This design comes from an exercise in tuning for small area, a short achievable clock period and few clock cycles on the open sky130 flow, not from production work. Function was checked by simulation only, so behaviour that the tests miss may differ from the original. No activity file was given, so power comes from the tool's default toggle rates.

--- design.v ---
module surgeon_core (
    input  wire        clk,
    input  wire        rst,
    input  wire        cmd_valid,
    output wire        cmd_ready,
    input  wire [63:0] cmd,
    output reg         resp_valid,
    output wire [63:0] resp
);
    reg        u1;
    reg [1:0]  u2;
    reg [2:0]  u3;
    reg [3:0]  u4;
    reg [11:0] u12;
    reg [15:0] tpid, tci;
    reg [47:0] src0, src1, dst0, dst1;
    reg        fs0, fs1, fd0, fd1;              
    reg        some0, some1;
    reg [15:0] ttpid0, ttpid1, ttci0, ttci1;    
    reg        ip40, ip41;                      
    reg [15:0] pv;                              
    reg [4:0]  w_u;                             
    reg        w_std;                           
    reg        w_tpid;                          
    reg        w_pcp, w_dei, w_vid;             
    reg        w_get0, w_get1;                  
    reg        w_set0, w_set1;                  
    reg        eq_wait;                         
    assign cmd_ready = 1'b1;
    wire        n_u1  = w_u[0] ? pv[0]    : u1;
    wire [1:0]  n_u2  = w_u[1] ? pv[1:0]  : u2;
    wire [2:0]  n_u3  = w_u[2] ? pv[2:0]  : u3;
    wire [3:0]  n_u4  = w_u[3] ? pv[3:0]  : u4;
    wire [11:0] n_u12 = w_u[4] ? pv[11:0] : u12;
    reg [15:0] n_tpid, n_tci;
    always @(*) begin
        n_tpid = tpid;
        n_tci  = tci;
        if (w_std)  begin n_tpid = 16'h8100; n_tci = pv; end
        if (w_tpid) n_tpid = pv;
        if (w_pcp)  n_tci[15:13] = pv[2:0];
        if (w_dei)  n_tci[12]    = pv[0];
        if (w_vid)  n_tci[11:0]  = pv[11:0];
        if (w_get0) begin n_tpid = ttpid0; n_tci = ttci0; end
        if (w_get1) begin n_tpid = ttpid1; n_tci = ttci1; end
    end
    wire [7:0]  op   = cmd[63:56];
    wire [3:0]  sel  = cmd[55:52];
    wire [3:0]  rsv  = cmd[51:48];
    wire [47:0] data = cmd[47:0];
    wire [15:0] v    = data[15:0];
    wire        b    = data[0];
    wire        h    = sel[0];
    wire zh  = (data[47:16] == 32'd0);       
    wire zm  = (data[15:1] == 15'd0);
    wire d1  = zh & zm;                      
    wire dz  = d1 & ~data[0];                
    wire r0  = (rsv == 4'd0) & ~eq_wait;
    wire s0  = (sel == 4'd0);
    wire sH  = (sel[3:1] == 3'd0);
    wire sW  = ~sel[3] & (~sel[2] | (sel[1:0] == 2'd0));
    function automatic m(input [7:0] x);
        m = (op == x);
    endfunction
    wire rw  = r0 & sW;
    wire r_0 = r0 & s0;
    wire rH  = r0 & sH;
    wire l10 = rw & m(8'h10) & dz;
    wire l11 = rw & m(8'h11) & zh;
    wire l12 = rw & m(8'h12) & zh;
    wire l13 = rw & m(8'h13) & dz;
    wire l14 = rw & m(8'h14) & dz;
    wire l15 = rw & m(8'h15) & dz;
    wire l16 = rw & m(8'h16) & dz;
    wire l17 = rw & m(8'h17) & dz;
    wire l20 = r_0 & m(8'h20) & dz;
    wire l21 = r_0 & m(8'h21) & zh;
    wire l22 = r_0 & m(8'h22) & zh;
    wire l23 = r_0 & m(8'h23) & dz;
    wire l24 = r_0 & m(8'h24) & dz;
    wire l25 = r_0 & m(8'h25) & dz;
    wire l26 = r_0 & m(8'h26) & dz;
    wire l27 = r_0 & m(8'h27) & zh;
    wire l28 = r_0 & m(8'h28) & dz;
    wire l29 = r_0 & m(8'h29) & d1;
    wire l2a = r_0 & m(8'h2A) & dz;
    wire l2b = r_0 & m(8'h2B) & zh;
    wire l30 = rH & m(8'h30) & dz;
    wire l31 = rH & m(8'h31);
    wire l32 = rH & m(8'h32);
    wire l33 = rH & m(8'h33) & dz;
    wire l34 = rH & m(8'h34) & dz;
    wire l35 = rH & m(8'h35) & dz;
    wire l36 = rH & m(8'h36) & dz;
    wire l37 = rH & m(8'h37) & dz;
    wire l38 = rH & m(8'h38) & d1;
    wire l39 = rH & m(8'h39) & dz;
    wire l3a = rH & m(8'h3A) & zh;
    wire l3b = r_0 & m(8'h3B) & dz;
    wire legal = l10 | l11 | l12 | l13 | l14 | l15 | l16 | l17 |
                 l20 | l21 | l22 | l23 | l24 | l25 | l26 | l27 |
                 l28 | l29 | l2a | l2b |
                 l30 | l31 | l32 | l33 | l34 | l35 | l36 | l37 |
                 l38 | l39 | l3a | l3b;
    reg prim_big;                        
    always @(*) begin
        case (sel[2:0])
            3'd0:    prim_big = (v[15:1] != 15'd0);
            3'd1:    prim_big = (v[15:2] != 14'd0);
            3'd2:    prim_big = (v[15:3] != 13'd0);
            3'd3:    prim_big = (v[15:4] != 12'd0);
            default: prim_big = (v[15:12] != 4'd0);
        endcase
    end
    wire v_le7    = (v[15:3] == 13'd0);
    wire v_lefff  = (v[15:12] == 4'd0);
    wire v_islen  = (v <= 16'd1500);
    wire v_ip4    = (v == 16'h0800);
    wire e_range = ((l11 | l12) & prim_big) | (l27 & ~v_le7) | (l2b & ~v_lefff);
    wire e_islen = l3a & v_islen;
    wire e_unkn  = l3a & ~v_islen & ~v_ip4;
    wire zs0 = (src0 == 48'd0), zs1 = (src1 == 48'd0);
    wire zd0 = (dst0 == 48'd0), zd1 = (dst1 == 48'd0);
    wire eq_src = fs0 ? (fs1 ? (src0 == src1) : zs0) : (fs1 ? zs1 : 1'b1);
    wire eq_dst = fd0 ? (fd1 ? (dst0 == dst1) : zd0) : (fd1 ? zd1 : 1'b1);
    wire hdr_eq = eq_src & eq_dst & (ip40 == ip41) & (some0 == some1) &
                  (~some0 | ((ttpid0 == ttpid1) & (ttci0 == ttci1)));
    wire eq_late = l3b & (w_set0 | w_set1);
    reg [11:0] prim_val, prim_max;
    reg [3:0]  prim_bits;
    always @(*) begin
        case (sel[2:0])
            3'd0:    begin prim_val = {11'd0, n_u1}; prim_max = 12'h001; prim_bits = 4'd1;  end
            3'd1:    begin prim_val = {10'd0, n_u2}; prim_max = 12'h003; prim_bits = 4'd2;  end
            3'd2:    begin prim_val = {9'd0,  n_u3}; prim_max = 12'h007; prim_bits = 4'd3;  end
            3'd3:    begin prim_val = {8'd0,  n_u4}; prim_max = 12'h00F; prim_bits = 4'd4;  end
            default: begin prim_val = n_u12;         prim_max = 12'hFFF; prim_bits = 4'd12; end
        endcase
    end
    wire gt0  = l37 & ~h & some0;
    wire gt1  = l37 &  h & some1;
    wire gt0r = gt0 & ~w_set0;
    wire gt1r = gt1 & ~w_set1;
    wire gtw  = (gt0 & w_set0) | (gt1 & w_set1);
    wire [47:0] rdata =
        ({48{l33 & ~h & fs0}} & src0) |
        ({48{l33 &  h & fs1}} & src1) |
        ({48{l34 & ~h & fd0}} & dst0) |
        ({48{l34 &  h & fd1}} & dst1) |
        ({48{gt0r}} & {15'd0, 1'b1, ttpid0, ttci0}) |
        ({48{gt1r}} & {15'd0, 1'b1, ttpid1, ttci1}) |
        ({48{gtw}}  & {15'd0, 1'b1, tpid, tci}) |
        ({48{l23}} & {32'd0, n_tpid}) |
        ({48{l24}} & {32'd0, n_tci}) |
        ({48{l2a}} & {36'd0, n_tci[11:0]}) |
        ({48{l26}} & {45'd0, n_tci[15:13]}) |
        ({48{l28}} & {47'd0, n_tci[12]}) |
        ({48{l25}} & {47'd0, (n_tpid == 16'h8100)}) |
        ({48{l11 & ~prim_big}} & {36'd0, v[11:0]}) |
        ({48{l13}} & {36'd0, prim_val}) |
        ({48{l16}} & {36'd0, prim_max}) |
        ({48{l17}} & {44'd0, prim_bits}) |
        ({48{l14}} & 48'd1) |
        ({48{(l3b & ~eq_late) | eq_wait}} & {47'd0, hdr_eq}) |
        ({48{(l39 & (h ? ip41 : ip40)) | (l3a & v_ip4)}} & 48'h800);
    wire go = cmd_valid & ~rst;
    reg [2:0]  resp_st;
    reg [47:0] resp_rd;
    always @(posedge clk) begin
        resp_valid <= (go & ~eq_late) | (eq_wait & ~rst);
        eq_wait    <= go & eq_late;
        resp_st[2] <= ~legal & ~eq_wait;
        resp_st[1] <= e_islen | e_unkn;
        resp_st[0] <= e_range | e_unkn;
        resp_rd    <= rdata;
    end
    assign resp = {1'b0, resp_st, 12'd0, resp_rd};
    wire c0 = rst | (go & l30 & ~h);
    wire c1 = rst | (go & l30 &  h);
    always @(posedge clk) begin
        if (cmd_valid & l31 & ~h) src0 <= data;
        if (cmd_valid & l31 &  h) src1 <= data;
        if (cmd_valid & l32 & ~h) dst0 <= data;
        if (cmd_valid & l32 &  h) dst1 <= data;
        if (c0 | (go & l31 & ~h)) fs0 <= ~c0;
        if (c1 | (go & l31 &  h)) fs1 <= ~c1;
        if (c0 | (go & l32 & ~h)) fd0 <= ~c0;
        if (c1 | (go & l32 &  h)) fd1 <= ~c1;
        if (c0 | (go & (l35 | l36) & ~h)) some0 <= ~c0 & l35;
        if (c1 | (go & (l35 | l36) &  h)) some1 <= ~c1 & l35;
        if (c0 | (go & (l38 | (l3a & v_ip4)) & ~h)) ip40 <= ~c0 & (l3a | b);
        if (c1 | (go & (l38 | (l3a & v_ip4)) &  h)) ip41 <= ~c1 & (l3a | b);
        pv     <= v;
        w_u[0] <= go & (l10 | ((l11 | l12) & ~prim_big)) & (sel[2:0] == 3'd0);
        w_u[1] <= go & (l10 | ((l11 | l12) & ~prim_big)) & (sel[2:0] == 3'd1);
        w_u[2] <= go & (l10 | ((l11 | l12) & ~prim_big)) & (sel[2:0] == 3'd2);
        w_u[3] <= go & (l10 | ((l11 | l12) & ~prim_big)) & (sel[2:0] == 3'd3);
        w_u[4] <= go & (l10 | ((l11 | l12) & ~prim_big)) & (sel[2:0] == 3'd4);
        w_std  <= go & (l20 | l21);
        w_tpid <= go & l22;
        w_pcp  <= go & l27 & v_le7;
        w_dei  <= go & l29;
        w_vid  <= go & l2b & v_lefff;
        w_get0 <= go & gt0;
        w_get1 <= go & gt1;
        w_set0 <= go & l35 & ~h;
        w_set1 <= go & l35 &  h;
    end
    always @(posedge clk) begin
        if (rst) begin
            u1   <= 1'b0;
            u2   <= 2'd0;
            u3   <= 3'd0;
            u4   <= 4'd0;
            u12  <= 12'd0;
            tpid <= 16'h8100;
            tci  <= 16'h0000;
        end else begin
            u1   <= n_u1;
            u2   <= n_u2;
            u3   <= n_u3;
            u4   <= n_u4;
            u12  <= n_u12;
            tpid <= n_tpid;
            tci  <= n_tci;
        end
        if (w_set0) begin ttpid0 <= tpid; ttci0 <= tci; end
        if (w_set1) begin ttpid1 <= tpid; ttci1 <= tci; end
    end
endmodule
--- flow/run.sh ---
#!/bin/bash
set -euo pipefail
export BUFFER_PORTS_ARGS="-buffer_cell sky130_fd_sc_hd__buf_4"
export DONT_USE_CELLS="sky130_fd_sc_hd__a2111o_1 sky130_fd_sc_hd__a2111o_2 sky130_fd_sc_hd__a2111o_4 sky130_fd_sc_hd__a2111oi_0 sky130_fd_sc_hd__a2111oi_1 sky130_fd_sc_hd__a2111oi_2 sky130_fd_sc_hd__a2111oi_4 sky130_fd_sc_hd__nor4_1 sky130_fd_sc_hd__nor4_2 sky130_fd_sc_hd__nor4_4 sky130_fd_sc_hd__nor4b_1 sky130_fd_sc_hd__nor4b_2 sky130_fd_sc_hd__nor4b_4 sky130_fd_sc_hd__nor4bb_1 sky130_fd_sc_hd__nor4bb_2 sky130_fd_sc_hd__nor4bb_4 sky130_fd_sc_hd__o2111a_1 sky130_fd_sc_hd__o2111a_2 sky130_fd_sc_hd__o2111a_4 sky130_fd_sc_hd__o2111ai_1 sky130_fd_sc_hd__o2111ai_2 sky130_fd_sc_hd__o2111ai_4 sky130_fd_sc_hd__or4_1 sky130_fd_sc_hd__or4_2 sky130_fd_sc_hd__or4_4 sky130_fd_sc_hd__or4b_1 sky130_fd_sc_hd__or4b_2 sky130_fd_sc_hd__or4b_4 sky130_fd_sc_hd__or4bb_1 sky130_fd_sc_hd__or4bb_2 sky130_fd_sc_hd__or4bb_4 "
bash standard.sh > standard_flow.log 2>&1
--- standard.sh ---
#!/bin/bash
# synth_recipe.tcl (not shown) runs the flow's synth.tcl, then flattens the netlist and writes it again
# the make line also repeats each setting of config.mk as NAME=value (left out here)
make -C /OpenROAD-flow-scripts/flow DESIGN_CONFIG=/design/flow/config.mk WORK_HOME=/design/flow/orfs CLKGATE_MAP_FILE= SYNTH_SCRIPT=/design/flow/synth_recipe.tcl "${@:-finish}"
--- config.mk ---
export PLATFORM = sky130hd
export DESIGN_NAME = surgeon_core
export DESIGN_NICKNAME = surgeon_core
export VERILOG_FILES = /design/flow/design.v
export SDC_FILE = /design/flow/constraint.sdc
export NUM_CORES = 4
export LEC_CHECK = 0
export CAP_MARGIN = 20
export CORE_MARGIN = 2
export CORE_UTILIZATION = 55
export SETUP_SLACK_MARGIN = 2.5
export SLEW_MARGIN = 20
--- constraint.sdc ---
create_clock -name core_clock -period 5.0 [get_ports {clk}]
set_input_delay 1.0000 -clock core_clock [delete_from_list [all_inputs] [get_ports {clk}]]
set_output_delay 1.0000 -clock core_clock [all_outputs]
set_load 0.01 [all_outputs]
==> run notes <==
[placed cells by master (no fill, tap or decap), types with 12 or more instances in the layout]
cell,count
buf_4,148
mux2i_1,38
buf_12,20
nor2b_1,26
nor3_1,23
nand3_1,23
and3_4,15
xor2_1,117
nand4_1,37
nor4_4,16
nor4_1,83
nand2_1,82
a221oi_1,16
clkbuf_16,48
nor2_1,88
dfxtp_1,136
a222oi_1,60
conb_1,14
nand2_2,12
xnor2_1,14
nand3_2,14
edfxtp_1,264
a21oi_1,38
a22oi_1,21
buf_6,30
o21ai_0,32
[cell families (layout without fill, tap and decap cells)]
kind of cell,count (synthesis),count (layout),share of synthesized area (%)
simple gates,487,495,15.4
flops,401,401,60.9
compound gates,275,276,12.0
xor+xnor,131,131,6.55
buf+inv,101,300,2.72
mux,41,41,2.37
other cells,2,15,0.0429
[final cells by class]
class                           instances  area (µm²)
Sequential cell                       401       10700
Fill cell                            2289        9500
Multi-Input combinational cell        957        7190
Timing Repair Buffer                  213        2160
Clock buffer                           58        1190
Tap cell                              402         503
Clock inverter                         19         223
Inverter                               10        40.0
Antenna cell                            1        2.50
[state kept, by name (all words and copies together) (netlist names), 16 cells and up]
signal   count
dst0        48
dst1        48
pv          16
resp_rd     48
src0        48
src1        48
tci         16
tpid        16
ttci0       16
ttci1       16
ttpid0      16
ttpid1      16
[repair_timing]
| action | 4_1_cts | 5_1_grt |
|---|---|---|
| resized for setup | 115 | 66 |
| hold endpoints to repair | 0 | 0 |
| endpoints found under the setup margin | 223 | 167 |
| pin swaps | 62 | 39 |
| gates cloned | 14 | 3 |
| buffers inserted | 32 | 27 |
[report_power, final]
group | switching (mW) | internal (mW) | total (mW)
clock network | 1.31 | 1.93 | 3.24
logic | 0.149 | 0.0763 | 0.225
registers | 0.0256 | 3.53 | 3.55
total | 1.49 | 5.53 | 7.02
[path summary, 6_finish.rpt]
path	startpoint	end	slack, ns	depth (start not counted)
worst max-delay path	cmd[12]	resp_rd[5]	2.20	9
worst min-delay path	u4[2]	u4[2]	0.48	2
worst max register to register	ttci0[6]	resp_rd[0]	2.32	7
worst min register to register	u4[2]	u4[2]	0.48	2
[routing by layer]
| metal | wire length [µm] | part of all wire (%) | global-route usage (%) |
|---|---|---|---|
| met1 | 25900 | 37 | 57.3 |
| met5 | 0 | 0 | 0 |
| met4 | 4160 | 5.9 | 17.9 |
| met2 | 30100 | 43 | 61.3 |
| met3 | 10500 | 15 | 12.6 |
[worst max-delay path: cells and delay by family]
kind,cells,cell delay (ns)
and+or+nand+nor,6,1.75
AOI/OAI and AO/OA,1,0.27
buffers and inverters,2,0.25
==> run notes <==
cell row count=65; Peak VDD IR=340 µV; area leader, netlist=edfxtp_1; Final Setup Violations=0; routability-driven placement congestion ratio=1.00; worst skew pair latency=0.54 ns; RSZ-0062 raised after global routing=true; critical path arrival=3.28 ns; #FFs+latches synth=401; dpl cells=1906; average wire per cell in the routed design=34.3 µm; nets=1692; Sink Count=401; CP Data Required Time=5.47 ns; placed cell areas=19000 µm²; post-synth top area share=45.3%; Bufs on Longest Clock Path=3; CP Cell Sequence=buf_12 > nor4_4 > nand2_1 > or4_4 > nor3_4 > buf_6 > and3_4 > a222oi_1 > nand4_1; Ports=133; Async S/R FF share, synth=0%; CP Class=in2reg; Avg Cell Area, Syn=12.2 µm²; Slew Viols, Final=0; fin cells=2061; Max Fclk=357 MHz; Tmin final=2.80 ns; hold_buf cts=0; die width=182 µm; synth unique cells=71; final hold viol count=0; CTS clock-pin slew for the worst setup and hold paths=0.06 ns; CTS tree=done; top_reg_cell synth=edfxtp_1; Starting Density=55.6%; Mapped Cells=1438; P_leak=7.71 nW; slowest CP cell=or4_4; crit path launch type=input port; Post-synth top cells=264 x edfxtp_1, 137 x dfxtp_1, 117 x xor2_1; first-pass GRT wire length=98500 µm; relative slew slack=27.0%; GRT overflow=0; worst hold slack=0.485 ns; power per cell area=319 nW/µm²; Die Footprint=33300 µm²; design area=22000 µm²; Die Height=182 µm; core area=31500 µm²; worst slack, placed=0.914 ns; H-Tree Depth=2; Tcrit/Tclk final=56.1%; DRC Markers=0; Yosys warnings=1; ANT nets after route=0; initial antenna violation count=0; Setup TNS Final=0 ns; Worst Setup Slack, final=2.20 ns; ratio of cells with drive above 1 in the final layout=25.0%; detailed placement HPWL=47100 µm; Mapped Area=17500 µm²; EDFF count, synth=264; vias in the first global route=13800; endpoint class of the critical path=flop; Iter 0 DRT Violations=2990; Post-Route Skew=0.0167 ns; Layout area overhead=25.5%; MaxCap Viol Count=0; Post-Route WL=70700 µm; clock root buffer=clkbuf_16; DR vias/cell=7.22; Area contributors post-synth=edfxtp_1 45%, dfxtp_1 16%, xor2_1 5.9%; Slowest Stage Delay on Critical Path=0.58 ns; Slew @ Worst Pin=1.09 ns; total CTS buffers=42; pin count of the biggest net entering global routing=61; HP Class=reg2reg; port bufs=118; cell with the most instances after synthesis=edfxtp_1; Design Power=7.02 mW; status=complete, no violations; Crit Path Max Fanout=6; sequential area share after synthesis=60.9%; DRT Pass-1 Iters=10; Core Util, Final=69.8%; vias=14900; gr usage total=41.6%
Testbench counts, summed over its fixed seeds: cycles 12,027.

## re-timing with driven ports
In the flow no input, the clock included, has a driving cell. The finished layout below was timed again as built, in two steps.
Step 1, drivers: a clkbuf_16 drives clk and a buf_2 each remaining input, both assumed.
Step 2 also shifts input and output timing later by t, the mid clock arrival at the registers, as if the neighbouring blocks saw the same clock.
Three values: no drivers, after step 1, after step 2; two values: the first two.
shift t [ns]: 0.589
setup slack, ns: 2.198 / 2.206 / 1.617
latest minus earliest clock arrival (ns): 0.020 / 0.020
worst register clock-pin slew, ns: 0.07 / 0.07
After both steps setup and hold are still met in this run. For this run, drivers alone change the setup slack by +0.008 ns; drivers and shift together by -0.581 ns.
